What follows belongs to an exercise in optimizing a design on an open flow for small area; a production flow would make more cautious choices. In this exercise RTL edits were held to simulation tests only and were not proved equivalent to the original. Power and IR drop assume default switching activity.

--- constraint.sdc ---
create_clock -name core_clock -period 8.0 [get_ports {clk}]
set_input_delay 1.6000 -clock core_clock [delete_from_list [all_inputs] [get_ports {clk}]]
set_output_delay 1.6000 -clock core_clock [all_outputs]
set_load 0.01 [all_outputs]
--- flow/remap.abc ---
strash
&get -n
&deepsyn -T 120
&put
dch -f
map -a
mfs2 -a
strash
dch -f
map -a
mfs2
strash
dch -f
amap
--- standard.sh ---
#!/bin/bash
# synth_recipe.tcl (not shown) runs the flow's synth.tcl, then flattens the netlist and writes it again
# the make line also repeats each setting of config.mk as NAME=value (left out here)
make -C /OpenROAD-flow-scripts/flow DESIGN_CONFIG=/design/flow/config.mk WORK_HOME=/design/flow/orfs CLKGATE_MAP_FILE= SYNTH_SCRIPT=/design/flow/synth_recipe.tcl "${@:-finish}"
--- config.mk ---
export PLATFORM = sky130hd
export DESIGN_NAME = i2cbb
export DESIGN_NICKNAME = i2cbb
export VERILOG_FILES = /design/flow/design.v
export SDC_FILE = /design/flow/constraint.sdc
export NUM_CORES = 4
export LEC_CHECK = 0
export CAP_MARGIN = 20
export CORE_MARGIN = 2
export CORE_UTILIZATION = 55
export SLEW_MARGIN = 20
--- flow/dont_use.txt ---
sky130_fd_sc_hd__lpflow_bleeder_1
sky130_fd_sc_hd__lpflow_clkbufkapwr_1
sky130_fd_sc_hd__lpflow_clkbufkapwr_16
sky130_fd_sc_hd__lpflow_clkbufkapwr_2
sky130_fd_sc_hd__lpflow_clkbufkapwr_4
sky130_fd_sc_hd__lpflow_clkbufkapwr_8
sky130_fd_sc_hd__lpflow_clkinvkapwr_1
sky130_fd_sc_hd__lpflow_clkinvkapwr_16
sky130_fd_sc_hd__lpflow_clkinvkapwr_2
sky130_fd_sc_hd__lpflow_clkinvkapwr_4
sky130_fd_sc_hd__lpflow_clkinvkapwr_8
sky130_fd_sc_hd__lpflow_decapkapwr_12
sky130_fd_sc_hd__lpflow_decapkapwr_3
sky130_fd_sc_hd__lpflow_decapkapwr_4
sky130_fd_sc_hd__lpflow_decapkapwr_6
sky130_fd_sc_hd__lpflow_decapkapwr_8
sky130_fd_sc_hd__lpflow_inputiso0n_1
sky130_fd_sc_hd__lpflow_inputiso0p_1
sky130_fd_sc_hd__lpflow_inputiso1n_1
sky130_fd_sc_hd__lpflow_inputiso1p_1
sky130_fd_sc_hd__lpflow_inputisolatch_1
sky130_fd_sc_hd__lpflow_isobufsrc_1
sky130_fd_sc_hd__lpflow_isobufsrc_16
sky130_fd_sc_hd__lpflow_isobufsrc_2
sky130_fd_sc_hd__lpflow_isobufsrc_4
sky130_fd_sc_hd__lpflow_isobufsrc_8
sky130_fd_sc_hd__lpflow_isobufsrckapwr_16
sky130_fd_sc_hd__lpflow_lsbuf_lh_hl_isowell_tap_1
sky130_fd_sc_hd__lpflow_lsbuf_lh_hl_isowell_tap_2
sky130_fd_sc_hd__lpflow_lsbuf_lh_hl_isowell_tap_4
sky130_fd_sc_hd__lpflow_lsbuf_lh_isowell_4
sky130_fd_sc_hd__lpflow_lsbuf_lh_isowell_tap_1
sky130_fd_sc_hd__lpflow_lsbuf_lh_isowell_tap_2
sky130_fd_sc_hd__lpflow_lsbuf_lh_isowell_tap_4
sky130_fd_sc_hd__probe_p_8
sky130_fd_sc_hd__probec_p_8
--- design.v ---
module i2cbb (
    input  wire        clk,
    input  wire        rst,           
    input  wire        host_req,
    input  wire        host_we,
    input  wire [11:0] host_addr,
    input  wire [31:0] host_wdata,
    output reg         host_resp,
    output reg         host_err,
    output reg  [31:0] host_rdata,
    output reg         scl_o,
    output reg         sda_o,
    input  wire        sda_i
);
    localparam [4:0] C_START = 5'b00001, C_STOP = 5'b00010, C_WRB = 5'b00011,
                     C_WACK = 5'b00100, C_RDB = 5'b00101, C_SWAKE = 5'b01000,
                     C_SCFG = 5'b01001, C_SREAD = 5'b01010, C_DINIT = 5'b10000,
                     C_DWIN = 5'b10001, C_DPUTC = 5'b10011, C_DCUR = 5'b10100;
    function [7:0] init_byte(input [4:0] i);
        case (i)
            5'd0:  init_byte = 8'hAE;
            5'd1:  init_byte = 8'hD5;
            5'd2:  init_byte = 8'h80;
            5'd3:  init_byte = 8'hA8;
            5'd4:  init_byte = 8'h3F;
            5'd5:  init_byte = 8'hD3;
            5'd6:  init_byte = 8'h00;
            5'd7:  init_byte = 8'h40;
            5'd8:  init_byte = 8'h8D;
            5'd9:  init_byte = 8'h14;
            5'd10: init_byte = 8'h20;
            5'd11: init_byte = 8'h00;
            5'd12: init_byte = 8'hA1;
            5'd13: init_byte = 8'hC8;
            5'd14: init_byte = 8'hDA;
            5'd15: init_byte = 8'h12;
            5'd16: init_byte = 8'h81;
            5'd17: init_byte = 8'hCF;
            5'd18: init_byte = 8'hD9;
            5'd19: init_byte = 8'hF1;
            5'd20: init_byte = 8'hDB;
            5'd21: init_byte = 8'h40;
            5'd22: init_byte = 8'hA4;
            5'd23: init_byte = 8'hA6;
            default: init_byte = 8'hAF;
        endcase
    endfunction
    function [39:0] glyph(input [7:0] ch);
        case (ch)
            8'h25: glyph = 40'h23_13_08_64_62;
            8'h2E: glyph = 40'h00_60_60_00_00;
            8'h30: glyph = 40'h3E_51_49_45_3E;
            8'h31: glyph = 40'h00_42_7F_40_00;
            8'h32: glyph = 40'h42_61_51_49_46;
            8'h33: glyph = 40'h21_41_45_4B_31;
            8'h34: glyph = 40'h18_14_12_7F_10;
            8'h35: glyph = 40'h27_45_45_45_39;
            8'h36: glyph = 40'h3C_4A_49_49_30;
            8'h37: glyph = 40'h01_71_09_05_03;
            8'h38: glyph = 40'h36_49_49_49_36;
            8'h39: glyph = 40'h06_49_49_29_1E;
            8'h3A: glyph = 40'h00_36_36_00_00;
            8'h41: glyph = 40'h7E_11_11_11_7E;
            8'h43: glyph = 40'h3E_41_41_41_22;
            8'h45: glyph = 40'h7F_49_49_49_41;
            8'h4D: glyph = 40'h7F_02_0C_02_7F;
            8'h50: glyph = 40'h7F_09_09_09_06;
            8'h54: glyph = 40'h01_01_7F_01_01;
            8'h55: glyph = 40'h3F_40_40_40_3F;
            8'hB0: glyph = 40'h00_06_09_09_06;
            default: glyph = 40'h0;
        endcase
    endfunction
    reg         ctrl_abort;
    reg  [15:0] delay_r;
    reg  [6:0]  sns_addr;
    reg  [6:0]  dsp_addr;
    reg  [31:0] sns_cfg_q;
    reg         cfg_wr;           
    reg         st_busy;
    reg         st_ack;
    reg  [1:0]  st_phase;
    reg  [1:0]  st_err;
    reg  [6:0]  st_nackcnt;       
    reg         st_svalid;
    reg  [7:0]  rxdata_q;
    reg         rx_wr;            
    reg  [111:0] samp_q;          
    reg         samp_wr;          
    reg  [111:0] ring;            
    reg  [3:0]   rc;              
    reg          sda_smp;         
    wire [31:0] sns_cfg = cfg_wr ? sns_cfg_q : 32'd0;
    reg  [4:0]  op;
    reg  [22:0] cf;               
    reg  [4:0]  ti;               
    reg  [4:0]  k;                
    reg  [3:0]  b;                
    reg  [1:0]  ph;               
    reg  [15:0] tmr;
    reg         fin;
    reg  [6:0]  nacks;
    reg         lastack;          
    wire is_raw   = (op[4:3] == 2'b00);
    wire aborting = !is_raw && ctrl_abort && !lastack;
    wire is_sread = (op == C_SREAD);
    wire is_dputc = (op == C_DPUTC);
    wire ready    = (tmr == delay_r);
    localparam T_S = 2'd0, T_P = 2'd1, T_W = 2'd2, T_R = 2'd3;
    reg  [1:0] tok;
    reg  [7:0] byte_v;
    reg  [6:0] dev;
    reg  [39:0] gl;
    reg  [3:0]  pj;
    reg         rack;
    reg         last_ti;
    always @(*) begin
        dev = op[4] ? dsp_addr : sns_addr;
        gl  = glyph(cf[7:0]);
        pj  = {1'b0, k[2:0]};
        rack = is_raw ? cf[0] : (k != 5'd13);
        case (op)
            C_SCFG:  last_ti = (ti == 5'd3);
            C_DINIT: last_ti = (ti == 5'd24);
            C_DWIN:  last_ti = (ti == 5'd5);
            C_DCUR:  last_ti = (ti == 5'd2);
            default: last_ti = 1'b1;
        endcase
        if (aborting) tok = T_P;
        else if (is_raw) begin
            case (op[2:0])
                3'd1: tok = T_S;
                3'd2: tok = T_P;
                3'd5: tok = T_R;
                default: tok = T_W;
            endcase
        end else if (is_sread) begin
            if (k == 5'd27 || k == 5'd30) tok = T_S;
            else if (k == 5'd14) tok = T_P;
            else if (k[4]) tok = T_W;
            else tok = T_R;
        end else begin
            if (k == 5'd30) tok = T_S;
            else if (k == (is_dputc ? 5'd7 : 5'd2)) tok = T_P;
            else tok = T_W;
        end
        byte_v = 8'h00;
        if (is_raw) byte_v = cf[7:0];
        else if (is_sread) begin
            if (k == 5'd29) byte_v = 8'h3B;
            else byte_v = {sns_addr, k[0]};
        end else if (k[4]) byte_v = {dev, 1'b0};
        else if (pj == 4'd0) begin
            case (op)
                C_SWAKE: byte_v = 8'h6B;
                C_SCFG:  byte_v = 8'h19 + {6'd0, ti[1:0]};
                C_DPUTC: byte_v = 8'h40;
                default: byte_v = 8'h00;
            endcase
        end else begin
            case (op)
                C_SCFG: case (ti[1:0])
                    2'd0: byte_v = sns_cfg[7:0];
                    2'd1: byte_v = sns_cfg[15:8];
                    2'd2: byte_v = sns_cfg[23:16];
                    default: byte_v = sns_cfg[31:24];
                endcase
                C_DINIT: byte_v = init_byte(ti);
                C_DWIN: case (ti[2:0])
                    3'd0: byte_v = 8'h21;
                    3'd1: byte_v = {1'b0, cf[6:0]};
                    3'd2: byte_v = {1'b0, cf[14:8]};
                    3'd3: byte_v = 8'h22;
                    3'd4: byte_v = {5'd0, cf[18:16]};
                    default: byte_v = {5'd0, cf[22:20]};
                endcase
                C_DCUR: case (ti[1:0])
                    2'd0: byte_v = {5'b10110, cf[10:8]};
                    2'd1: byte_v = {4'h0, cf[3:0]};
                    default: byte_v = {5'b00010, cf[6:4]};
                endcase
                C_DPUTC: case (pj)
                    4'd1: byte_v = gl[39:32];
                    4'd2: byte_v = gl[31:24];
                    4'd3: byte_v = gl[23:16];
                    4'd4: byte_v = gl[15:8];
                    4'd5: byte_v = gl[7:0];
                    default: byte_v = 8'h00;
                endcase
                default: byte_v = 8'h00;
            endcase
        end
    end
    wire b8 = b[3];
    reg  v;
    always @(*) begin
        case (tok)
            T_S: v = 1'b1;
            T_P: v = 1'b0;
            T_W: v = b8 ? 1'b1 : byte_v[~b[2:0]];
            default: v = b8 ? ~rack : 1'b1;
        endcase
    end
    wire sp      = (tok == T_S) || (tok == T_P);
    wire smp     = (tok == T_W) ? b8 : ((tok == T_R) && !b8);
    wire b_last  = !tok[1] || b8 || (op == C_WRB && b[2:0] == 3'd7);
    wire ackslot = (tok == T_W) && b8;
    wire nack    = sda_smp;
    wire rsmp    = (tok == T_R) && !b8;       
    wire align   = fin ? (rc == 4'd0 || !(op == C_RDB || is_sread))
                       : (ph != 2'd2 || !rsmp || rc == k[3:0]);
    wire tick    = st_busy && ready && align;
    wire ins     = tick && !fin && ph == 2'd2 && rsmp;
    wire [31:0] w = host_wdata;
    reg         legal;
    always @(*) begin
        case (w[31:24])
            8'h01, 8'h02, 8'h04, 8'h10, 8'h11, 8'h12, 8'h20:
                legal = (w[23:0] == 24'd0);
            8'h03, 8'h23: legal = (w[23:8] == 16'd0);
            8'h05: legal = (w[23:1] == 23'd0);
            8'h21: legal = !w[23] && !w[19] && !w[15] && !w[7];
            8'h24: legal = (w[23:11] == 13'd0) && !w[7];
            default: legal = 1'b0;
        endcase
    end
    wire w_raw    = (w[31:28] == 4'h0);
    wire w_seqerr = w_raw ? (w[31:24] != 8'h01 && st_phase == 2'd0) : (st_phase != 2'd0);
    wire [9:0] widx = host_addr[11:2];
    wire aligned = (host_addr[1:0] == 2'b00);
    wire mapped  = (widx[9:4] == 6'd0 && widx[3:0] <= 4'd8) ||
                   (widx[9:3] == 7'b0000010 && widx[2:0] != 3'd7);
    wire ronly   = widx[4] || widx[3:0] == 4'd2 || widx[3:0] == 4'd4 || widx[3:0] == 4'd5;
    wire acc_ok  = aligned && mapped;
    wire wr_ok   = host_req && host_we && acc_ok && !ronly && !st_busy && !rst;
    wire cmd_wr  = wr_ok && (widx[3:0] == 4'd3);
    wire accept  = cmd_wr && legal && !w_seqerr;
    reg  [4:0] rsel;
    always @(*) begin
        host_rdata = 32'd0;
        case (rsel)
            5'h00: host_rdata = {31'd0, ctrl_abort};
            5'h01: host_rdata = {16'd0, delay_r};
            5'h02: host_rdata = {15'd0, st_svalid, 1'b0, st_nackcnt, 2'b00, st_err, st_phase, st_ack, st_busy};
            5'h04: host_rdata = {24'd0, rx_wr ? rxdata_q : 8'd0};
            5'h05: host_rdata = {29'd0, sda_smp, sda_o, scl_o};
            5'h06: host_rdata = {25'd0, sns_addr};
            5'h07: host_rdata = {25'd0, dsp_addr};
            5'h08: host_rdata = sns_cfg;
            5'h10: host_rdata = samp_wr ? {{16{samp_q[111]}}, samp_q[111:96]} : 32'd0;
            5'h11: host_rdata = samp_wr ? {{16{samp_q[95]}},  samp_q[95:80]}  : 32'd0;
            5'h12: host_rdata = samp_wr ? {{16{samp_q[79]}},  samp_q[79:64]}  : 32'd0;
            5'h13: host_rdata = samp_wr ? {{16{samp_q[63]}},  samp_q[63:48]}  : 32'd0;
            5'h14: host_rdata = samp_wr ? {{16{samp_q[47]}},  samp_q[47:32]}  : 32'd0;
            5'h15: host_rdata = samp_wr ? {{16{samp_q[31]}},  samp_q[31:16]}  : 32'd0;
            5'h16: host_rdata = samp_wr ? {{16{samp_q[15]}},  samp_q[15:0]}   : 32'd0;
            default: host_rdata = 32'd0;
        endcase
    end
    integer i;
    reg [111:0] burst;
    always @(*)
        for (i = 0; i < 112; i = i + 1)
            burst[i] = ring[14 * (i % 8) + 13 - (111 - i) / 8];
    always @(posedge clk) begin
        host_resp <= host_req && !rst;
        host_err  <= host_req && (!acc_ok || (host_we && (ronly || st_busy)));
        rsel      <= widx[4:0];
        tmr       <= (tick || accept) ? 16'd0 : tmr + {15'd0, !ready};
        rc        <= (rc == 4'd13) ? 4'd0 : rc + 4'd1;
        for (i = 0; i < 8; i = i + 1)
            ring[14*i +: 14] <= {ring[14*i +: 13],
                                 (ins && b[2:0] == 3'd7 - i) ? sda_i : ring[14*i + 13]};
        if (rst) begin
            ctrl_abort <= 1'b1;
            delay_r    <= 16'd4;
            sns_addr   <= 7'h68;
            dsp_addr   <= 7'h3C;
            cfg_wr     <= 1'b0;
            st_busy    <= 1'b0;
            st_ack     <= 1'b0;
            st_phase   <= 2'd0;
            st_err     <= 2'd0;
            st_nackcnt <= 7'd0;
            st_svalid  <= 1'b0;
            rx_wr      <= 1'b0;
            samp_wr    <= 1'b0;
            scl_o      <= 1'b1;
            sda_o      <= 1'b1;
            sda_smp    <= 1'b1;
        end else begin
            if (wr_ok) begin
                case (widx[3:0])
                    4'h0: ctrl_abort <= w[0];
                    4'h1: delay_r    <= w[15:0];
                    4'h6: sns_addr   <= w[6:0];
                    4'h7: dsp_addr   <= w[6:0];
                    4'h8: begin sns_cfg_q <= w; cfg_wr <= 1'b1; end
                    default: ;
                endcase
            end
            if (cmd_wr && !legal) begin
                st_err <= 2'd2; st_nackcnt <= 7'd0;
            end else if (cmd_wr && w_seqerr) begin
                st_err <= 2'd3; st_nackcnt <= 7'd0;
            end
            if (accept) begin
                st_busy  <= 1'b1;
                op       <= {w[29:28], w[26:24]};
                cf       <= w[22:0];
                ti       <= 5'd0;
                k        <= (w[29:28] == 2'b01 && w[26:24] == 3'd2) ? 5'd27 :
                            w_raw ? 5'd0 : 5'd30;
                b        <= (w[26:24] == 3'd4 && w[29:28] == 2'b00) ? 4'd8 : 4'd0;
                ph       <= 2'd0;
                lastack  <= 1'b1;
                fin      <= 1'b0;
                nacks    <= 7'd0;
            end
            if (tick) begin
                if (fin) begin
                    st_busy    <= 1'b0;
                    st_nackcnt <= nacks;
                    if (op == C_WACK || !is_raw) st_ack <= lastack;
                    st_err   <= aborting ? 2'd1 : 2'd0;
                    st_phase <= (op == C_START) ? 2'd1 :
                                (is_raw && op != C_STOP) ? 2'd2 : 2'd0;
                    if (op == C_RDB) begin rxdata_q <= burst[111:104]; rx_wr <= 1'b1; end
                    if (is_sread) begin
                        st_svalid <= !aborting;
                        if (!aborting) begin samp_q <= burst; samp_wr <= 1'b1; end
                    end
                end else begin
                    ph <= ph + 2'd1;
                    case (ph)
                        2'd0: sda_o <= v;
                        2'd1: scl_o <= 1'b1;
                        2'd2: begin
                            if (sp) sda_o <= ~v;
                            if (smp) sda_smp <= sda_i;
                        end
                        default: if (tok != T_P) scl_o <= 1'b0;
                    endcase
                    if (ph == 2'd3) begin
                        if (!b_last) b <= b + 4'd1;
                        else begin
                            b <= 4'd0;
                            if (ackslot) begin
                                lastack <= !nack;
                                nacks   <= nacks + {6'd0, nack};
                            end
                            if (ackslot && nack && !is_raw && ctrl_abort)
                                ;    
                            else if (aborting || is_raw) fin <= 1'b1;
                            else if (tok == T_P) begin
                                if (is_sread || last_ti) fin <= 1'b1;
                                else begin ti <= ti + 5'd1; k <= 5'd30; end
                            end else k <= k + 5'd1;
                        end
                    end
                end
            end
        end
    end
endmodule
--- flow/run.sh ---
#!/bin/bash
# Own layout flow: the standard synthesis, then the combinational logic
# between the registers is re-mapped by ABC for area (registers, their names
# and cell types are kept), then the standard layout from floorplan on.
set -euo pipefail
W=$(pwd)
F=$W/flow
R=$W/orfs/results/$FLOW_PLATFORM/i2cbb/base
LIB=$FLOW_HOME/platforms/$FLOW_PLATFORM/lib/sky130_fd_sc_hd__tt_025C_1v80.lib

bash standard.sh synth > $W/std_synth.log 2>&1

cp $R/1_2_yosys.v $W/std_synth.v
# sequential cells stay black boxes; everything else is flattened to logic
SEQ=$(awk '/^ *cell *\(/ {gsub(/[()";]/," "); c=$2} /^ *(ff|latch|statetable) *\(/ {print c}' $LIB | sort -u | tr '\n' ' ')
DU=""
for c in $(cat $F/dont_use.txt); do DU="$DU -dont_use $c"; done
# four ABC runs with different random seeds; the smallest result is kept
remap() {
  local S=$1
  sed "s/&deepsyn -T 120/\&deepsyn -T 120 -S $S/" $F/remap.abc > $W/remap_$S.abc
  cat > $W/remap_$S.ys <<EOS
read_liberty -ignore_miss_func $LIB
blackbox $SEQ
read_verilog $W/std_synth.v
hierarchy -top $FLOW_TOP
flatten
delete t:\$scopeinfo
opt -purge
abc -script $W/remap_$S.abc -liberty $LIB $DU
setundef -zero
splitnets
opt_clean -purge
hilomap -singleton -hicell sky130_fd_sc_hd__conb_1 HI -locell sky130_fd_sc_hd__conb_1 LO
insbuf -buf sky130_fd_sc_hd__buf_4 A X
opt_clean -purge
read_liberty -lib $LIB
stat -liberty $LIB
write_verilog -noattr -nohex -nodec $W/remap_$S.v
EOS
  yosys -s $W/remap_$S.ys > $W/remap_$S.log 2>&1 || true
}
for S in 1 2 3 4; do remap $S & done
wait
BEST=""; BA=""
for S in 1 2 3 4; do
  A=$(grep "Chip area" $W/remap_$S.log 2>/dev/null | awk '{print $NF}' || true)
  if [[ -n "$A" && -s $W/remap_$S.v ]]; then
    if [[ -z "$BA" ]] || awk -v a="$A" -v b="$BA" 'BEGIN {exit !(a < b)}'; then BEST=$S; BA=$A; fi
  fi
done
echo "remap seeds: best $BEST area $BA" > $W/remap.log
grep -H "Chip area" $W/remap_*.log >> $W/remap.log || true
if [[ -n "$BEST" ]]; then cp $W/remap_$BEST.v $W/remap.v; else cp $W/std_synth.v $W/remap.v; fi
cp $W/remap.v $R/1_2_yosys.v
rm -f $R/1_synth.odb $R/1_synth.sdc

# clock tree without dummy loads; ports buffered with the smallest buffer
bash standard.sh finish "CTS_ARGS=-sink_clustering_enable -repair_clock_nets -dont_use_dummy_load -buf_list sky130_fd_sc_hd__clkbuf_4 -sink_clustering_size 8 -sink_clustering_max_diameter 50" \
  "BUFFER_PORTS_ARGS=-buffer_cell sky130_fd_sc_hd__buf_1" > $W/std_layout.log 2>&1
==> results of run 1 <==
## cell type report
class                           count  area (um^2)
Antenna cell                        1         2.50
Clock buffer                       58          435
Fill cell                        2386        10900
Inverter                          176          661
Multi-Input combinational cell    887         4900
Sequential cell                   401        10100
Tap cell                          378          473
Timing Repair Buffer               99          453
## through the flow
step	setup WS [ps]	hold WS, ps	util, %	total power [mW]	cell area, um^2
after detailed placement	1790	333	59.3	2.47	16500
after CTS	2120	224	60.8	3.39	17000
after global placement	1890	329	59.3	2.46	16500
after floorplan	307	327	-	2.39	15600
after global routing	1220	227	61.0	3.50	17000
final	2000	258	61.0	3.38	17000
## routing by layer
layer,vias to the layer above,routed length [um],track usage (%),share of wire (%)
li1,5800,-,-,-
met1,6061,18600,43.6,38
met2,746,23100,54.9,47
met3,189,4760,7.32,9.6
met4,6,2970,17.8,6.0
met5,-,40,0,0.081
## cells in the final DEF (no fill, tap or decap), types with 4 or more instances in the layout
cell         n
or3_1        7
nor3_1      50
o32ai_1     10
nor2b_1      5
nand3_1     31
o211ai_1     4
o311ai_0     5
o21a_1       4
o221ai_1    22
edfxtp_1   203
a22oi_1     31
a221o_1      4
a2111oi_0   11
a221oi_1    14
o22a_1       4
a2111o_1     8
a21oi_1     53
clkinv_1   176
o21ai_0     79
dfxtp_1    198
nor4_1      12
a31oi_1     28
a311oi_1     5
nand4_1      7
nor2_1     240
clkbuf_4    59
nand2_1    112
buf_1       84
or2_0        8
a211oi_1    11
o22ai_1     59
a222oi_1    25
buf_4       12
## registers in the layout (all words and copies together), names as in the netlist, 5 cells and up, named ones only
signal,flops
cf,21
delay_r,16
dsp_addr,7
k,5
nacks,7
op,5
ring,112
rsel,5
rxdata_q,8
samp_q,112
sns_addr,7
sns_cfg_q,32
st_nackcnt,7
ti,5
tmr,16
## worst paths after layout
check / from / endpoint / slack, ps / cells after the start
worst min register to register: ring[66] / ring[67] / 260 / 0
worst max-delay path: delay_r[3] / flop / 2000 / 25
worst min-delay path: ring[66] / ring[67] / 260 / 0
worst max register to register: delay_r[3] / flop / 2000 / 25
## worst reg2reg max path: stages, from the launching register on
cell	delay [ps]
dfxtp_1	350
clkinv_1	160
a22oi_1	230
o221ai_1	140
a2111oi_0	390
nand4_1	210
a2111o_1	460
or3_1	500
nor2_1	310
nand3_1	250
nor2_1	400
nand2_1	180
nand2_1	110
nor2_1	60
o22ai_1	510
clkinv_1	330
nor2_1	210
a21oi_1	100
o21ai_0	230
clkinv_1	130
o21ai_0	130
nand2_1	100
nor2_1	110
a221oi_1	80
o21ai_0	190
nand3b_1	90
## power by group
group / switching, mW / internal (mW)
combinational: 0.143 / 0.0701
sequential: 0.0316 / 2.18
clock: 0.625 / 0.331
total: 0.800 / 2.58
==> results.json, run 1 <==
{
  "outcome": "timing/DRC/antenna clean",
  "vias": 12802,
  "path_delay_family": "simple AND/OR/NAND/NOR gates",
  "postCtsSetupRepairBufs": 0,
  "drt_first_pass_iters": 6,
  "cp-end-kind": "flop",
  "synthCells": 1464,
  "report.final.hold_viol_count": 0,
  "setup_viol": 0,
  "cts_hold_buf": 0,
  "cap_violations": 0,
  "drtAntennaViolNets": 0,
  "grt.total_usage_pct": 34.1,
  "dp_hpwl_um": 37200,
  "drive_gt1_share_pct": 4.81,
  "fin_nets": 1672,
  "cts.path.max_buffers": 3,
  "power_density_mw_per_mm2": 199,
  "grt_pass1_wl_um": 74000,
  "worstPathArrival_ps": 6620,
  "grt_remaining_overflow": 0,
  "grt_max_degree": 113,
  "required_ps": 8620,
  "yosys_warnings": 1,
  "io_buffers": 84,
  "initial_core_util_pct": 55.9,
  "fp-row-count": 61,
  "grt_setup_unrepaired": "no",
  "synth_area_mm2": 0.0156,
  "worst_slew_pin_slew_ps": 923,
  "tns_ps": 0,
  "cts-buffers-inserted": 58,
  "slew_headroom_pct": 38.2,
  "p_leak_nw": 5.56,
  "drcViolationCount": 0,
  "slowest_delay_ps": 510,
  "initialDrtViolationCount": 1517,
  "worstPathMaxFanout": 8,
  "ctsResizeCount": 0,
  "clock-sinks": 401,
  "die_h_um": 172,
  "core_mm2": 0.0279,
  "ios": 85,
  "peakVddDrop_mv": 0.180,
  "wl_um": 49500,
  "cpMostUsedCell": "nor2_1",
  "wl_per_cell_um": 24.7,
  "root_buffer": "clkbuf_4",
  "via_per_inst": 6.40,
  "cpMaxStageDelayCell": "o22ai_1",
  "area_growth_pct": 9.01,
  "gp_congestion": 1.05,
  "timing.fmax_mhz": 167,
  "syn-num-nets": 1513,
  "clk_pin_slew_ps": 100,
  "cts_tree": "yes",
  "h-tree-depth": 2,
  "crit_type": "reg -> reg",
  "startpoint_type": "flop",
  "finalCritPeriodShare_pct": 75.0,
  "die_w_um": 172,
  "dpl.cell_count": 1939,
  "hp-class": "reg -> reg",
  "clock_latency_ps": 760,
  "crit_buf_inv": 3,
  "finalMaxSlewViolations": 0,
  "syn_avg_cell_area_um2": 10.6,
  "fin_cells": 2000,
  "grt_pass1_vias": 12106,
  "finalClockSkew_ps": 130,
  "dieArea_mm2": 0.0297,
  "antenna_found_initial": 4,
  "finalCriticalPeriod_ps": 6000
}
==> run 2, diff against run 1 <==
--- a/flow/run.sh
+++ b/flow/run.sh
@@ -20,3 +20,3 @@
   local S=$1
-  sed "s/&deepsyn -T 120/\&deepsyn -T 120 -S $S/" $F/remap.abc > $W/remap_$S.abc
+  sed "s/&deepsyn -T 240/\&deepsyn -T 240 -S $S/" $F/remap.abc > $W/remap_$S.abc
   cat > $W/remap_$S.ys <<EOS
==> flow/remap.abc (replaced) <==
strash
&get -n
&deepsyn -T 240
&put
dch -f
map -a
mfs2 -a
strash
dch -f
map -a
mfs2
strash
dch -f
amap
==> run 2 against run 1 <==
Compared with the run above:
- die area decreased by 0.13%
- critical path type unchanged
- combinational power decreased by 15%
- via count decreased by 2.3%
- total power decreased by 1.3%
- synthesized cell count about the same
- clock skew increased by 24 ps
- critical path depth increased by 6
- sequential share of layout area increased by 0.24 points
==> results.json, run 2 <==
{
  "seqPwrFrac_pct": 65.9,
  "clk_pin_slew_ps": 100,
  "vias": 12504,
  "total_power_mw": 3.34,
  "io_buffers": 84,
  "startpoint_type": "flop",
  "required_ps": 8680,
  "drcViolationCount": 0,
  "p_leak_nw": 5.65,
  "gp_congestion": 1.01,
  "grt_pass1_vias": 11802,
  "grt_max_degree": 63,
  "worstPathArrival_ps": 7120,
  "startpoint": "delay_r[7]",
  "grt_setup_unrepaired": "no",
  "worst_slew_pin_slew_ps": 988,
  "finalMaxSlewViolations": 0,
  "antenna_found_initial": 1,
  "outcome": "timing/DRC/antenna clean",
  "fp-row-count": 61,
  "initial_core_util_pct": 56.0,
  "cts_tree": "yes",
  "clkPwrFrac_pct": 28.6,
  "fin_cells": 2000,
  "netSwitchingPower_mw": 0.784,
  "fin_nets": 1672,
  "syn_avg_cell_area_um2": 10.6,
  "slew_headroom_pct": 34.0,
  "cp-end-kind": "flop",
  "drtAntennaViolNets": 0,
  "setup_viol": 0,
  "top_layer": "met4",
  "drt_first_pass_iters": 7,
  "peakVddDrop_mv": 0.168,
  "finalCriticalPeriod_ps": 6440,
  "root_buffer": "clkbuf_4",
  "cts.path.max_buffers": 3,
  "yosys_warnings": 1,
  "via_per_inst": 6.25,
  "whs_path_depth": 0,
  "die_h_um": 172,
  "dieArea_mm2": 0.0296,
  "tns_ps": 0,
  "r2r-start": "delay_r[7]",
  "initialDrtViolationCount": 1432,
  "report.final.hold_viol_count": 0,
  "internal_power_mw": 2.56,
  "synthCells": 1465,
  "dr_wl_met3_um": 3540,
  "die_w_um": 172,
  "wl_um": 46300,
  "dpl.cell_count": 1942,
  "grt.total_usage_pct": 31.5,
  "synth_area_mm2": 0.0156,
  "grt_remaining_overflow": 0,
  "switching_share_pct": 23.5,
  "r2r_cells": 31,
  "final_cell_mix": "nor2_1 (226), edfxtp_1 (203), dfxtp_1 (198)",
  "cpMostUsedCell": "nor2_1",
  "slowest_delay_ps": 480,
  "drive_gt1_share_pct": 4.63,
  "finalClockSkew_ps": 154,
  "finalCritPeriodShare_pct": 80.5,
  "hold_start": "ring[82]",
  "cts-buffers-inserted": 57,
  "postCtsSetupRepairBufs": 0,
  "power_density_mw_per_mm2": 197,
  "ios": 85,
  "top_regs": "ring (112), samp_q (112), sns_cfg_q (32)",
  "timing.fmax_mhz": 155,
  "wl_met2_um": 22200,
  "cpMaxStageDelayCell": "or3_1",
  "dp_hpwl_um": 34000,
  "ctsResizeCount": 0,
  "core_mm2": 0.0278,
  "area_growth_pct": 8.73,
  "cap_violations": 0,
  "power_frac_comb_pct": 5.4,
  "hp-class": "reg -> reg",
  "worstPathMaxFanout": 7,
  "crit_type": "reg -> reg",
  "h-tree-depth": 2,
  "wl_met1_um": 18500,
  "clock-sinks": 401,
  "final_common_cell": "nor2_1",
  "clock_latency_ps": 750,
  "wl_per_cell_um": 23.1,
  "syn-num-nets": 1514,
  "cts_hold_buf": 0,
  "grt_pass1_wl_um": 69400
}
## run 2: path summary, 6_finish.rpt
check,to,slack (ps)
worst max register to register,flop,1560
worst min-delay path,ring[83],290
worst max-delay path,flop,1560
worst min register to register,ring[83],290
## run 2: critical path: cells and delay by family, from the launching register on
kind                   cells  cell delay (ps)
buffers and inverters      2              200
AOI/OAI and AO/OA         15             2660
and+or+nand+nor           14             3190
DFF                        1              320
## run 2: through the flow
| step | hold WS [ps] | worst slack, ps | utilization (%) | area, um^2 |
|---|---|---|---|---|
| after floorplan | 327 | 134 | - | 15600 |
| after global placement | 328 | 1260 | 59.3 | 16500 |
| after detailed placement | 334 | 991 | 59.3 | 16500 |
| after CTS | 316 | 1690 | 60.9 | 16900 |
| after global routing | 316 | 931 | 60.9 | 16900 |
| final | 292 | 1560 | 60.9 | 16900 |
## run 2: area by class of cell
cell class / instances / area [um^2]
flip-flops and latches: 401 / 10100
clock buffers: 57 / 428
repair buffers: 99 / 428
multi-input cells: 868 / 4790
well taps: 378 / 473
diodes: 1 / 2.50
inverters: 196 / 736
fillers: 2432 / 10900
## run 2: power groups by stage
stage          sequential [mW]  clock [mW]  combinational (mW)
3_3_place_gp              2.25           0               0.173
2_1_floorplan             2.24           0               0.110
4_1_cts                   2.20       0.978               0.177
6_report                  2.20       0.956               0.181
3_5_place_dp              2.25           0               0.176
5_1_grt                   2.21        1.06               0.198
## run 2: routing by layer
layer / track usage (%) / vias to the layer above
li1: - / 5749
met1: 41.0 / 6015
met2: 53.0 / 616
met3: 4.97 / 124
met4: 13.0 / 0
met5: 0 / -
==> run 3, diff against run 2 <==
--- a/design.v
+++ b/design.v
@@ -99,3 +99,3 @@
     reg  [1:0]  ph;               
-    reg  [15:0] tmr;
+    reg  [15:0] tmr;              
     reg         fin;
@@ -107,3 +107,3 @@
     wire is_dputc = (op == C_DPUTC);
-    wire ready    = (tmr == delay_r);
+    wire ready    = (tmr == 16'd0);
     localparam T_S = 2'd0, T_P = 2'd1, T_W = 2'd2, T_R = 2'd3;
@@ -268,3 +268,3 @@
         rsel      <= widx[4:0];
-        tmr       <= (tick || accept) ? 16'd0 : tmr + {15'd0, !ready};
+        tmr       <= (tick || accept) ? delay_r : tmr - {15'd0, !ready};
         rc        <= (rc == 4'd13) ? 4'd0 : rc + 4'd1;
--- a/flow/run.sh
+++ b/flow/run.sh
@@ -17,6 +17,6 @@
 for c in $(cat $F/dont_use.txt); do DU="$DU -dont_use $c"; done
-# four ABC runs with different random seeds; the smallest result is kept
+# eight ABC runs with different random seeds; the smallest result is kept
 remap() {
   local S=$1
-  sed "s/&deepsyn -T 240/\&deepsyn -T 240 -S $S/" $F/remap.abc > $W/remap_$S.abc
+  sed "s/&deepsyn -T 120/\&deepsyn -T 120 -S $S/" $F/remap.abc > $W/remap_$S.abc
   cat > $W/remap_$S.ys <<EOS
@@ -44,4 +44,6 @@
 wait
+for S in 5 6 7 8; do remap $S & done
+wait
 BEST=""; BA=""
-for S in 1 2 3 4; do
+for S in 1 2 3 4 5 6 7 8; do
   A=$(grep "Chip area" $W/remap_$S.log 2>/dev/null | awk '{print $NF}' || true)
==> flow/remap.abc (replaced) <==
strash
&get -n
&deepsyn -T 120
&put
dch -f
map -a
mfs2 -a
strash
dch -f
map -a
mfs2
strash
dch -f
amap
==> run 3 against run 2 <==
Compared with the run above:
- core utilization is essentially flat
- synthesized area is 0.55% lower
- critical path type is now in -> reg
- worst setup slack gained 110 ps
- critical path depth down 9
- still clean
- sequential power about the same
- highest routed layer unchanged
- largest cell class unchanged
- cell area fell by 0.36%
==> results.json, run 3 <==
{
  "min_to": "ring[75]",
  "antenna_found_initial": 1,
  "power_density_mw_per_mm2": 195,
  "report.final.hold_viol_count": 0,
  "yosys_warnings": 1,
  "grt_max_degree": 59,
  "cts_hold_buf": 0,
  "cp-end-kind": "flop",
  "clk_pin_slew_ps": 80,
  "cts-buffers-inserted": 58,
  "wl_per_cell_um": 24.0,
  "grt_remaining_overflow": 0,
  "worstPathMaxFanout": 9,
  "worstPathArrival_ps": 6950,
  "multi_input_area_mm2": 0.00476,
  "placed_area_mm2": 0.0164,
  "whs_path_depth": 0,
  "rr_endpoint": "sda_o",
  "whs_ps": 310,
  "total_power_mw": 3.28,
  "clock_latency_ps": 730,
  "cts.path.max_buffers": 3,
  "postCtsSetupRepairBufs": 0,
  "internal_power_mw": 2.53,
  "finalCriticalPeriod_ps": 6330,
  "dp_hpwl_um": 35200,
  "syn_avg_cell_area_um2": 10.6,
  "cts_tree": "yes",
  "drt_first_pass_iters": 8,
  "h-tree-depth": 2,
  "initial_core_util_pct": 55.8,
  "grt.total_usage_pct": 32.5,
  "switching_share_pct": 22.9,
  "ios": 85,
  "layout_setup_ws_ps": 1670,
  "crit_chain": "buf_1, nor4_1, nand4_1, o32ai_1, nand2_1, nor4_1, a31oi_1, nor4_1, a41oi_1, nor4_1, clkinv_1, nor4_4, clkinv_1, a21oi_1, nor2_1, o22ai_1, clkinv_1, nor2_1, nand2_1, o21ai_0, a21oi_1, o221ai_1",
  "hp-class": "reg -> reg",
  "worst_slew_pin_slew_ps": 1110,
  "grt_pass1_vias": 11897,
  "via_per_inst": 6.33,
  "final_common_cell": "edfxtp_1",
  "place_ws_ps": 1230,
  "cpMaxStageDelayCell": "nor4_1",
  "netSwitchingPower_mw": 0.751,
  "cpMostUsedCell": "nor4_1",
  "timing.fmax_mhz": 158,
  "startpoint_type": "input pin",
  "synth_area_mm2": 0.0155,
  "r2r_cells": 26,
  "tns_ps": 0,
  "hold_start": "ring[74]",
  "power_frac_comb_pct": 4.3,
  "finalClockSkew_ps": 114,
  "area_growth_pct": 8.94,
  "cap_violations": 0,
  "r2r-start": "cf[5]",
  "fp-row-count": 61,
  "synthCells": 1454,
  "root_buffer": "clkbuf_4",
  "slew_headroom_pct": 25.8,
  "finalCritPeriodShare_pct": 79.2,
  "io_buffers": 84,
  "initialDrtViolationCount": 1553,
  "grt_pass1_wl_um": 71400,
  "r2r_slack_ps": 2020,
  "gp_congestion": 0.993,
  "drcViolationCount": 0,
  "clock-sinks": 401,
  "dieArea_mm2": 0.0295,
  "startpoint": "host_wdata[7]",
  "drtAntennaViolNets": 0,
  "wl_um": 47900,
  "peakVddDrop_mv": 0.191,
  "grt_setup_unrepaired": "no",
  "seqCellArea_mm2": 0.0101,
  "fin_nets": 1663,
  "top_regs": "ring (112), samp_q (112), sns_cfg_q (32)",
  "setup_viol": 0,
  "drive_gt1_share_pct": 4.84,
  "syn-num-nets": 1503,
  "finalMaxSlewViolations": 0,
  "design_area_mm2": 0.0169,
  "p_leak_nw": 5.56,
  "vias": 12601,
  "clkPwrFrac_pct": 29.4,
  "crit_type": "in -> reg",
  "seqPwrFrac_pct": 66.3,
  "outcome": "timing/DRC/antenna clean",
  "die_h_um": 172,
  "slowest_delay_ps": 630,
  "nFillCells": 2409,
  "core_mm2": 0.0277,
  "ctsResizeCount": 0,
  "required_ps": 8620,
  "final_cell_mix": "edfxtp_1 (203), dfxtp_1 (198), nor2_1 (186)",
  "die_w_um": 172
}
## run 3: worst max-delay path, delay by kind of cell
family                 cells  cell delay, ps
buffers and inverters      4            1210
and+or+nand+nor           10            2760
AOI/OAI and AO/OA          8            1360
## run 3: per-stage QoR
step	util [%]	std cells
after global routing	60.8	1991
after floorplan	-	1454
final	60.8	1991
after CTS	60.8	1990
after global placement	59.2	1932
after detailed placement	59.2	1932
## run 3: cell type report
class | count | share of cell area, %
multi-input combinational | 869 | 28.2
sequential | 401 | 59.7
tap | 378 | 2.81
antenna | 1 | 0.0148
timing repair buffer | 100 | 2.58
clock buffer | 58 | 2.58
inverter | 184 | 4.10
## run 3: worst max-delay path by stage
stage / slack (ps) / to
after floorplan: 700 / samp_q[0]
after global placement: 1410 / flop
after detailed placement: 1230 / flop
after CTS: 1960 / flop
after global routing: 1330 / flop
final: 1670 / flop
## run 3: per-layer routing
layer | vias up | routed length [um] | GRT usage, %
li1 | 5720 | - | -
met1 | 6043 | 18800 | 42.3
met2 | 692 | 22700 | 53.1
met3 | 146 | 4080 | 5.68
met4 | 0 | 2280 | 15.5
met5 | - | 0 | 0
## run 3: power by group through the flow
stage               Clock (mW)  Combinational, mW  Sequential (mW)
floorplan                    0             0.0757             2.22
CTS                      0.979              0.136             2.17
global placement             0              0.135             2.22
detailed placement           0              0.135             2.22
finish                   0.964              0.140             2.18
global route              1.06              0.150             2.18
==> run 4, diff against run 3 <==
--- a/design.v
+++ b/design.v
@@ -119,3 +119,3 @@
         gl  = glyph(cf[7:0]);
-        pj  = {1'b0, k[2:0]};
+        pj  = k[3:0] - 4'd2;
         rack = is_raw ? cf[0] : (k != 5'd13);
@@ -142,4 +142,4 @@
         end else begin
-            if (k == 5'd30) tok = T_S;
-            else if (k == (is_dputc ? 5'd7 : 5'd2)) tok = T_P;
+            if (k == 5'd0) tok = T_S;
+            else if (k == (is_dputc ? 5'd9 : 5'd4)) tok = T_P;
             else tok = T_W;
@@ -151,3 +151,3 @@
             else byte_v = {sns_addr, k[0]};
-        end else if (k[4]) byte_v = {dev, 1'b0};
+        end else if (k == 5'd1) byte_v = {dev, 1'b0};
         else if (pj == 4'd0) begin
@@ -311,4 +311,3 @@
                 ti       <= 5'd0;
-                k        <= (w[29:28] == 2'b01 && w[26:24] == 3'd2) ? 5'd27 :
-                            w_raw ? 5'd0 : 5'd30;
+                k        <= (w[29:28] == 2'b01 && w[26:24] == 3'd2) ? 5'd27 : 5'd0;
                 b        <= (w[26:24] == 3'd4 && w[29:28] == 2'b00) ? 4'd8 : 4'd0;
@@ -356,3 +355,3 @@
                                 if (is_sread || last_ti) fin <= 1'b1;
-                                else begin ti <= ti + 5'd1; k <= 5'd30; end
+                                else begin ti <= ti + 5'd1; k <= 5'd0; end
                             end else k <= k + 5'd1;
--- a/flow/run.sh
+++ b/flow/run.sh
@@ -42,8 +42,8 @@
 }
-for S in 1 2 3 4; do remap $S & done
-wait
-for S in 5 6 7 8; do remap $S & done
-wait
+for B in 0 4; do
+  for S in 1 2 3 4; do remap $((B + S)) & done
+  wait
+done
 BEST=""; BA=""
-for S in 1 2 3 4 5 6 7 8; do
+for S in $(seq 1 8); do
   A=$(grep "Chip area" $W/remap_$S.log 2>/dev/null | awk '{print $NF}' || true)
==> run 4 against run 3 <==
Compared with the run above:
- non-clock buffer count grew 6
- total power decreased by 0.59%
- wire length fell by 3.0%
- sequential power barely moved
- clock skew decreased by 37 ps
- count of clock-buffer cells in the layout decreased by 1
- via count fell by 0.43%
- sequential share of layout area down 0.23 points
- first-iteration DRC count rose by 7.0%
==> results.json, run 4 <==
{
  "outcome": "timing/DRC/antenna clean",
  "grt_setup_unrepaired": "no",
  "syn-num-nets": 1497,
  "h-tree-depth": 2,
  "die_w_um": 172,
  "report.final.hold_viol_count": 0,
  "antenna_found_initial": 1,
  "r2r-start": "cf[0]",
  "crit_chain": "clkinv_1, or3_1, o211ai_1, a21oi_1, a211oi_1, clkinv_1, o211ai_1, clkinv_1, nor2_1, clkinv_1, a311oi_1, nor2_1, a2111oi_0, nor2_1, o311a_1, or3_1, nand2_1, nand2b_1, nand2b_1, o311a_1, nor2_1, a211oi_1, nor2_1, nand2_1",
  "slowest_delay_ps": 620,
  "worst_slew_pin_slew_ps": 944,
  "r2r_cells": 24,
  "synth_area_mm2": 0.0155,
  "netSwitchingPower_mw": 0.737,
  "root_buffer": "clkbuf_4",
  "seqPwrFrac_pct": 66.7,
  "setup_viol": 0,
  "finalMaxSlewViolations": 0,
  "power_density_mw_per_mm2": 193,
  "postCtsSetupRepairBufs": 0,
  "fin_nets": 1662,
  "cts.path.max_buffers": 3,
  "syn_avg_cell_area_um2": 10.7,
  "yosys_warnings": 1,
  "slew_headroom_pct": 35.5,
  "core_mm2": 0.0278,
  "cpMaxStageDelayCell": "a211oi_1",
  "place_ws_ps": 1890,
  "grt_max_degree": 59,
  "drive_gt1_share_pct": 5.28,
  "grt_pass1_vias": 11539,
  "worstPathArrival_ps": 6320,
  "r2r_slack_ps": 2220,
  "wl_per_cell_um": 23.3,
  "cp-end-kind": "flop",
  "required_ps": 8540,
  "switching_share_pct": 22.6,
  "worstPathMaxFanout": 14,
  "ctsResizeCount": 0,
  "cts_tree": "yes",
  "via_per_inst": 6.31,
  "top_regs": "ring (112), samp_q (112), sns_cfg_q (32)",
  "ios": 85,
  "drtAntennaViolNets": 0,
  "grt.total_usage_pct": 31.2,
  "vias": 12547,
  "initial_core_util_pct": 55.8,
  "finalCriticalPeriod_ps": 5780,
  "timing.fmax_mhz": 173,
  "grt_remaining_overflow": 0,
  "cap_violations": 0,
  "drt_first_pass_iters": 8,
  "finalClockSkew_ps": 77.1,
  "die_h_um": 172,
  "hp-class": "reg -> reg",
  "cts_hold_buf": 0,
  "grt_pass1_wl_um": 68600,
  "dp_hpwl_um": 33900,
  "final_common_cell": "nor2_1",
  "fp-row-count": 61,
  "clkPwrFrac_pct": 29.0,
  "layout_setup_ws_ps": 2220,
  "io_buffers": 84,
  "cpMostUsedCell": "nor2_1",
  "gp_congestion": 1.00,
  "startpoint": "cf[0]",
  "total_power_mw": 3.26,
  "internal_power_mw": 2.52,
  "startpoint_type": "flop",
  "fin_cells": 1990,
  "rr_endpoint": "sda_o",
  "dieArea_mm2": 0.0295,
  "peakVddDrop_mv": 0.180,
  "clock-sinks": 401,
  "clk_pin_slew_ps": 90,
  "p_leak_nw": 5.58,
  "tns_ps": 0,
  "cts-buffers-inserted": 57,
  "synthCells": 1448,
  "initialDrtViolationCount": 1661,
  "clock_latency_ps": 720,
  "crit_type": "reg -> reg",
  "drcViolationCount": 0,
  "finalCritPeriodShare_pct": 72.3,
  "wl_um": 46400,
  "final_cell_mix": "nor2_1 (214), edfxtp_1 (203), dfxtp_1 (198)",
  "area_growth_pct": 9.16,
  "power_frac_comb_pct": 4.3,
  "endpoint": "sda_o",
  "dpl.cell_count": 1932,
  "whs_ps": 339
}
-- run 4: power groups by stage --
stage | sequential (mW) | clock (mW) | combinational [mW]
after floorplan | 2.21 | 0 | 0.0778
after global placement | 2.22 | 0 | 0.135
after detailed placement | 2.22 | 0 | 0.134
after CTS | 2.17 | 0.967 | 0.135
after global routing | 2.18 | 1.05 | 0.150
final | 2.17 | 0.947 | 0.139
-- run 4: cell type report --
class                           count  area, um^2
Fill cell                        2424       10900
Sequential cell                   401       10100
Multi-Input combinational cell    877        4830
Inverter                          170         638
Timing Repair Buffer              106         480
Tap cell                          378         473
Clock buffer                       57         428
Antenna cell                        1        2.50
-- run 4: routing by layer --
| metal | vias up | track usage [%] | share of wire [%] |
|---|---|---|---|
| met5 | - | 0 | 0 |
| met4 | 0 | 12.7 | 4.4 |
| met3 | 130 | 6.68 | 11 |
| met2 | 740 | 48.5 | 44 |
| met1 | 5950 | 42.9 | 41 |
| li1 | 5727 | - | - |
-- run 4: how the worst min path moves through the flow --
| stage | from | to | cells after the start |
|---|---|---|---|
| 2_1_floorplan | ring[99] | ring[100] | 0 |
| 3_3_place_gp | ring[50] | ring[51] | 0 |
| 3_5_place_dp | ring[25] | ring[26] | 0 |
| 4_1_cts | ring[35] | ring[36] | 0 |
| 5_1_grt | ring[109] | ring[110] | 0 |
| 6_report | ring[22] | ring[23] | 0 |
-- run 4: through the flow --
stage	area, um^2	utilization (%)
CTS	16900	60.9
detailed placement	16500	59.3
global route	16900	60.9
floorplan	15500	-
finish	16900	60.9
global placement	16500	59.3
-- run 4: worst max-delay path, delay by kind of cell, from the launching register on --
family / cells / cell delay (ps)
compound gates: 9 / 2440
buf+inv: 4 / 910
flops: 1 / 590
simple gates: 11 / 1720

## re-timing with driven ports
Ports are ideal in the flow. The routed layouts listed here were re-timed in OpenROAD. Step 1, drivers: a clkbuf_16 drives clk and a buf_2 each remaining input, both assumed. Step 2, shift: input delay + t, output delay - t, t = (earliest + latest rising clock arrival at the registers) / 2. This alone moves slack from input paths to output paths. a / b / c = ideal / step 1 / step 2; a / b = the first two.
| run | shift t [ns] | slack for setup (ns) | latest minus earliest clock arrival (ns) | cell pins on the clock port's net |
|---|---|---|---|---|
| run 1 | 0.739 | 1.998 / 1.998 / 1.728 | 0.130 / 0.131 | 1 |
| run 2 | 0.723 | 1.557 / 1.557 / 1.111 | 0.160 / 0.160 | 1 |
| run 3 | 0.716 | 1.666 / 1.688 / 0.972 | 0.114 / 0.114 | 1 |
| run 4 | 0.728 | 2.217 / 2.217 / 1.752 | 0.077 / 0.077 | 1 |
After both steps setup and hold are still met in every run listed. The setup slack of run 3, which loses most, moves by +0.022 ns with the drivers and by -0.694 ns with both steps.
